What follows belongs to an exercise in optimizing a design on an open flow for small area, a short achievable clock period and few clock cycles; a production flow would make more cautious choices. RTL that was checked went through simulation tests only; none was proved equivalent to the original. The clock port is modelled as an ideal driver, which makes a skipped or thinned clock tree look cheaper than it is; a real chip needs a root buffer or a tree. Power figures rest on the tool's default switching activity, not on a simulated workload.

==> flow/design.v (excerpt) <==
module sbi_monitor (
    input  wire         clk,
    input  wire         rst,
    input  wire         svc_start,
    output wire         svc_ready,
    output wire         svc_done,
    output wire         svc_pending,
    output wire         svc_err,
    output wire         mem_req,
    output wire         mem_we,
    output wire         mem_batch,
    output wire [3:0]   mem_word,
    output wire [31:0]  mem_wdata,
    input  wire         mem_ack,
    input  wire         mem_ok,
    input  wire [255:0] mem_rdata,
    output wire         fatal,
    output wire         rst_req_valid,
    output wire [31:0]  rst_req_type,
    output wire [31:0]  rst_req_reason,
    output wire         ev_valid,
    output wire [1:0]   ev_kind,
    output wire [4:0]   ev_len,
    output wire [127:0] ev_line
);
For scale: roughly 700 cells after synthesis, ~310 flip-flops, about 510 I/O pins.
clock: 10.0 ns
lec_check: 0
abc_clock_period_in_ps: 2000
cap_margin: 20
core_margin: 2
core_utilization: 40
cts_cluster_diameter: 80
cts_cluster_size: 30
slew_margin: 20
standard.sh (not shown) runs the stock make flow with config.mk's settings and CLKGATE_MAP_FILE= SYNTH_SCRIPT=/design/flow/synth_recipe.tcl, a recipe that flattens the netlist after the stock synthesis.
==> flow/flow/run.sh <==
#!/bin/bash
# Standard layout, with the smallest buffer on every port, and timing repair
# aiming at 6.8 ns of setup slack.
set -euo pipefail
bash standard.sh "BUFFER_PORTS_ARGS=-buffer_cell sky130_fd_sc_hd__buf_1" SETUP_SLACK_MARGIN=6.8 finish > standard.log 2>&1
Edit:
--- a/flow/design.v
+++ b/flow/design.v
@@ -159,22 +159,32 @@
             if (nl_pend)
                 len <= 5'd0;
             else if (w_pend)
                 len <= len[4] ? 5'd1 : len + 5'd1;
             if (r_pend)
                 rv_q <= 1'b1;
         end
-        wd_e  <= (s_read & d_uns) | (s_werr & !mem_ack & wd_e);
-        wd_f1 <= (s_read & d_uns) | (s_werr & (mem_ack ? c_f1 : wd_f1)) |
-                 (s_wval & !mem_ack & wd_f1);
-        wd_24 <= (s_read & d_uns) | (s_werr & (mem_ack ? c_v24 : wd_24)) |
-                 (s_wval & !mem_ack & wd_24);
-        wd_lo <= ({8{s_read & d_uns}} & 8'hFE) |
-                 ({8{s_werr}} & (mem_ack ? val_lo : wd_lo)) |
-                 ({8{s_wval & !mem_ack}} & wd_lo);
+        if (s_read) begin
+            wd_e  <= d_uns;
+            wd_f1 <= d_uns;
+            wd_24 <= d_uns;
+            wd_lo <= {{7{d_uns}}, 1'b0};
+        end else if (s_werr) begin
+            if (mem_ack) begin
+                wd_e  <= 1'b0;
+                wd_f1 <= c_f1;
+                wd_24 <= c_v24;
+                wd_lo <= val_lo;
+            end
+        end else if (!s_wval || mem_ack) begin
+            wd_e  <= 1'b0;
+            wd_f1 <= 1'b0;
+            wd_24 <= 1'b0;
+            wd_lo <= 8'd0;
+        end
         if (s_read) begin
             stg    <= mem_rdata[127:64];
             c_chr  <= r_a0[7:0];
             c_putc <= d_putc;
             c_nl   <= (r_a0[7:0] == NEWLINE);
             c_rst  <= d_rst;
             c_f1   <= bf1;
Effect: The new run ran to the end with no violations. Cell count is unchanged. Total power grows by a few percent. Setup slack improves by 0.21 ns. Utilization grows by 0.87 points. Synthesized cell count shrinks slightly.
Function was not checked in any run of this note: the RTL went through the layout flow alone.


Setup of the previous run:
Another version of the RTL of sbi_monitor (not shown whole).
For scale: ~970 cells after synthesis, roughly 310 flip-flops.
clock: 10.0 ns
lec_check: 0
abc_area: 1
cap_margin: 20
core_margin: 2
core_utilization: 40
slew_margin: 20
==> flow/flow/run.sh <==
#!/bin/bash
# Standard layout with four changes: the smallest buffer on every port,
# timing repair aiming at 6.9 ns of setup slack, the OR cells and the
# 4-input gates (slow in this library) added to the platform's don't-use list, so
# synthesis builds the wide comparisons from NAND/NOR gates, and a two-level clock tree built by
# flow/clock_tree.tcl in place of TritonCTS's three levels.
set -euo pipefail
DONT_USE="sky130_fd_sc_hd__probe_p_8 sky130_fd_sc_hd__probec_p_8 sky130_fd_sc_hd__lpflow_bleeder_1 sky130_fd_sc_hd__lpflow_clkbufkapwr_1 sky130_fd_sc_hd__lpflow_clkbufkapwr_16 sky130_fd_sc_hd__lpflow_clkbufkapwr_2 sky130_fd_sc_hd__lpflow_clkbufkapwr_4 sky130_fd_sc_hd__lpflow_clkbufkapwr_8 sky130_fd_sc_hd__lpflow_clkinvkapwr_1 sky130_fd_sc_hd__lpflow_clkinvkapwr_16 sky130_fd_sc_hd__lpflow_clkinvkapwr_2 sky130_fd_sc_hd__lpflow_clkinvkapwr_4 sky130_fd_sc_hd__lpflow_clkinvkapwr_8 sky130_fd_sc_hd__lpflow_decapkapwr_12 sky130_fd_sc_hd__lpflow_decapkapwr_3 sky130_fd_sc_hd__lpflow_decapkapwr_4 sky130_fd_sc_hd__lpflow_decapkapwr_6 sky130_fd_sc_hd__lpflow_decapkapwr_8 sky130_fd_sc_hd__lpflow_inputiso0n_1 sky130_fd_sc_hd__lpflow_inputiso0p_1 sky130_fd_sc_hd__lpflow_inputiso1n_1 sky130_fd_sc_hd__lpflow_inputiso1p_1 sky130_fd_sc_hd__lpflow_inputisolatch_1 sky130_fd_sc_hd__lpflow_isobufsrc_1 sky130_fd_sc_hd__lpflow_isobufsrc_16 sky130_fd_sc_hd__lpflow_isobufsrc_2 sky130_fd_sc_hd__lpflow_isobufsrc_4 sky130_fd_sc_hd__lpflow_isobufsrc_8 sky130_fd_sc_hd__lpflow_isobufsrckapwr_16 sky130_fd_sc_hd__lpflow_lsbuf_lh_hl_isowell_tap_1 sky130_fd_sc_hd__lpflow_lsbuf_lh_hl_isowell_tap_2 sky130_fd_sc_hd__lpflow_lsbuf_lh_hl_isowell_tap_4 sky130_fd_sc_hd__lpflow_lsbuf_lh_isowell_4 sky130_fd_sc_hd__lpflow_lsbuf_lh_isowell_tap_1 sky130_fd_sc_hd__lpflow_lsbuf_lh_isowell_tap_2 sky130_fd_sc_hd__lpflow_lsbuf_lh_isowell_tap_4 sky130_fd_sc_hd__or2_0 sky130_fd_sc_hd__or2_1 sky130_fd_sc_hd__or2_2 sky130_fd_sc_hd__or2_4 sky130_fd_sc_hd__or2b_1 sky130_fd_sc_hd__or2b_2 sky130_fd_sc_hd__or2b_4 sky130_fd_sc_hd__or3_1 sky130_fd_sc_hd__or3_2 sky130_fd_sc_hd__or3_4 sky130_fd_sc_hd__or3b_1 sky130_fd_sc_hd__or3b_2 sky130_fd_sc_hd__or3b_4 sky130_fd_sc_hd__or4_1 sky130_fd_sc_hd__or4_2 sky130_fd_sc_hd__or4_4 sky130_fd_sc_hd__or4b_1 sky130_fd_sc_hd__or4b_2 sky130_fd_sc_hd__or4b_4 sky130_fd_sc_hd__or4bb_1 sky130_fd_sc_hd__or4bb_2 sky130_fd_sc_hd__or4bb_4 sky130_fd_sc_hd__a2111o_1 sky130_fd_sc_hd__a2111o_2 sky130_fd_sc_hd__a2111o_4 sky130_fd_sc_hd__a2111oi_0 sky130_fd_sc_hd__a2111oi_1 sky130_fd_sc_hd__a2111oi_2 sky130_fd_sc_hd__a2111oi_4 sky130_fd_sc_hd__a41o_1 sky130_fd_sc_hd__a41o_2 sky130_fd_sc_hd__a41o_4 sky130_fd_sc_hd__a41oi_1 sky130_fd_sc_hd__a41oi_2 sky130_fd_sc_hd__a41oi_4 sky130_fd_sc_hd__and4_1 sky130_fd_sc_hd__and4_2 sky130_fd_sc_hd__and4_4 sky130_fd_sc_hd__and4b_1 sky130_fd_sc_hd__and4b_2 sky130_fd_sc_hd__and4b_4 sky130_fd_sc_hd__and4bb_1 sky130_fd_sc_hd__and4bb_2 sky130_fd_sc_hd__and4bb_4 sky130_fd_sc_hd__nand4_1 sky130_fd_sc_hd__nand4_2 sky130_fd_sc_hd__nand4_4 sky130_fd_sc_hd__nand4b_1 sky130_fd_sc_hd__nand4b_2 sky130_fd_sc_hd__nand4b_4 sky130_fd_sc_hd__nand4bb_1 sky130_fd_sc_hd__nand4bb_2 sky130_fd_sc_hd__nand4bb_4 sky130_fd_sc_hd__nor4_1 sky130_fd_sc_hd__nor4_2 sky130_fd_sc_hd__nor4_4 sky130_fd_sc_hd__nor4b_1 sky130_fd_sc_hd__nor4b_2 sky130_fd_sc_hd__nor4b_4 sky130_fd_sc_hd__nor4bb_1 sky130_fd_sc_hd__nor4bb_2 sky130_fd_sc_hd__nor4bb_4 sky130_fd_sc_hd__o2111a_1 sky130_fd_sc_hd__o2111a_2 sky130_fd_sc_hd__o2111a_4 sky130_fd_sc_hd__o2111ai_1 sky130_fd_sc_hd__o2111ai_2 sky130_fd_sc_hd__o2111ai_4 sky130_fd_sc_hd__o41a_1 sky130_fd_sc_hd__o41a_2 sky130_fd_sc_hd__o41a_4 sky130_fd_sc_hd__o41ai_1 sky130_fd_sc_hd__o41ai_2 sky130_fd_sc_hd__o41ai_4"
bash standard.sh "BUFFER_PORTS_ARGS=-buffer_cell sky130_fd_sc_hd__buf_1" SETUP_SLACK_MARGIN=6.9 \
  "DONT_USE_CELLS=$DONT_USE" PRE_CTS_TCL=$(pwd)/flow/clock_tree.tcl finish > standard.log 2>&1
Other scripts of this flow, unchanged in this note and not shown: flow/flow/clock_tree.tcl
### the previous run -> the current run
diff --git a/flow/design.v b/flow/design.v
--- a/flow/design.v
+++ b/flow/design.v
@@ -34,15 +34,15 @@
     reg fatal_q, pend_q, err_q;
     reg c_putc;        
     reg c_nl;          
     reg c_rst;         
     reg c_f1;          
     reg c_v24;         
     reg c_f2;          
-    reg c_f3;          
+    reg c_p3;          
     reg c_f6;          
     reg [7:0]  c_chr;  
     reg [63:0] stg;    
     reg wd_e;          
     reg wd_f1;         
     reg wd_24;         
     reg [7:0] wd_lo;   
@@ -66,18 +66,17 @@
     wire d_base   = is_base && fid_hi0 && (r_fid[2:0] != 3'd7);
     wire d_uns    = !(d_putc || d_rst || d_base);
     wire bf0      = is_base && fid0;
     wire bf1      = is_base && fid_hi0 && (r_fid[2:0] == 3'd1);
     wire bf2      = is_base && fid_hi0 && (r_fid[2:0] == 3'd2);
     wire bf3      = is_base && fid_hi0 && (r_fid[2:0] == 3'd3);
     wire bf6      = is_base && fid_hi0 && (r_fid[2:0] == 3'd6);
-    wire probe = (stg[31:0] == EID_BASE) || (stg[31:0] == EID_CONSOLE) ||
-                 (stg[31:0] == EID_SRST);
+    wire probe    = (r_a0 == EID_BASE) || (r_a0 == EID_CONSOLE) || (r_a0 == EID_SRST);
     wire [7:0] val_lo = ({8{c_putc}} & c_chr) |
-                        {5'd0, c_f2, c_f2, c_f2 | c_f6 | (c_f3 & probe)};
+                        {5'd0, c_f2, c_f2, c_f2 | c_f6 | c_p3};
     assign svc_ready   = rdy_q;
     assign svc_done    = s_done;
     assign svc_pending = pend_q;
     assign svc_err     = err_q;
     assign mem_req   = req_q;
     assign mem_we    = we_q;
     assign mem_batch = b_q;
@@ -180,15 +179,15 @@
             c_chr  <= r_a0[7:0];
             c_putc <= d_putc;
             c_nl   <= (r_a0[7:0] == NEWLINE);
             c_rst  <= d_rst;
             c_f1   <= bf1;
             c_v24  <= bf0 || bf1;
             c_f2   <= bf2;
-            c_f3   <= bf3;
+            c_p3   <= bf3 && probe;
             c_f6   <= bf6;
         end else if (s_clr && c_putc) begin
             stg <= lb[63:0];
         end
         for (k = 0; k < 16; k = k + 1)
             if (w_pend && len[3:0] == k)
                 lb[8*k +: 8] <= c_chr;
Notes after the runs:
The current run has completed all stages; timing, DRC and antenna checks passed. In the current run, the antenna cell count came out 1 below the value in the previous run. Worst-case headroom to the max-slew limit ended up 4.2 points lower on the current run than on the previous run. [compare] base=the previous run new=the current run: register-to-register slack increased 0.26 ns, power went up 0.0068 mW. Max wire length after detailed routing across the current run and the previous run: the current run. Comparing the current run and the previous run, number of cells in the finished layout apart from fillers is higher on the previous run. In the current run the slew of the pin with the lowest slew margin turned out 0.059 ns higher than in the previous run. Diff the current run and the previous run: distinct cell type count of the synthesized netlist lower in the current run. For the previous run, the worst-path cell with the longest stage delay was sky130_fd_sc_hd__edfxtp_1, unlike the current run, where it was sky130_fd_sc_hd__dfxtp_1. On minimum clock period after layout, the current run does better than the previous run. Comparing the current run and the previous run, the higher share of the final layout cell area in multi-input gates is on the previous run.
Testbench counts of the current run, summed over its fixed seeds: cycles 6,880.
Function not checked in the previous run: the RTL went through the layout flow alone. No run of this note takes its clock network from TritonCTS; it comes from the design's own scripts or RTL.

==> separate check: timing with driven ports <==
No port has a modelled driver above. Below, the same layouts with a new extraction and two added sets of constraints. Step 1 (the two cells are an assumption about what drives the block):
set clk [get_ports {clk}]
set_driving_cell -lib_cell sky130_fd_sc_hd__clkbuf_16 $clk
set_driving_cell -lib_cell sky130_fd_sc_hd__buf_2 [delete_from_list [all_inputs] $clk]
Step 2 adds t to the input delays and takes it off the output delays; t is the mean of the earliest and latest rising clock arrival at the registers after step 1. Input paths then give back, and output paths get back, about the clock's delay inside the block. Three values: ideal ports, drivers, drivers and shift; two values: the first two.
run | t (ns) | slack for setup (ns) | worst setup path at the end | worst register clock-pin slew, ns
the first run of note 1 | 0.540 | 6.550 / 6.575 / 6.034 | input to register | 0.11 / 0.11
the second run of note 1 | 0.553 | 6.757 / 6.726 / 6.234 | input to register | 0.11 / 0.11
the previous run | 0.396 | 6.986 / 6.904 / 6.726 | input to register | 0.10 / 0.10
the current run | 0.395 | 7.003 / 6.921 / 6.669 | input to register | 0.11 / 0.11
After both steps every run listed still meets setup and hold. The setup slack of the second run of note 1, which loses most, moves by -0.031 ns with the drivers and by -0.523 ns with both steps.
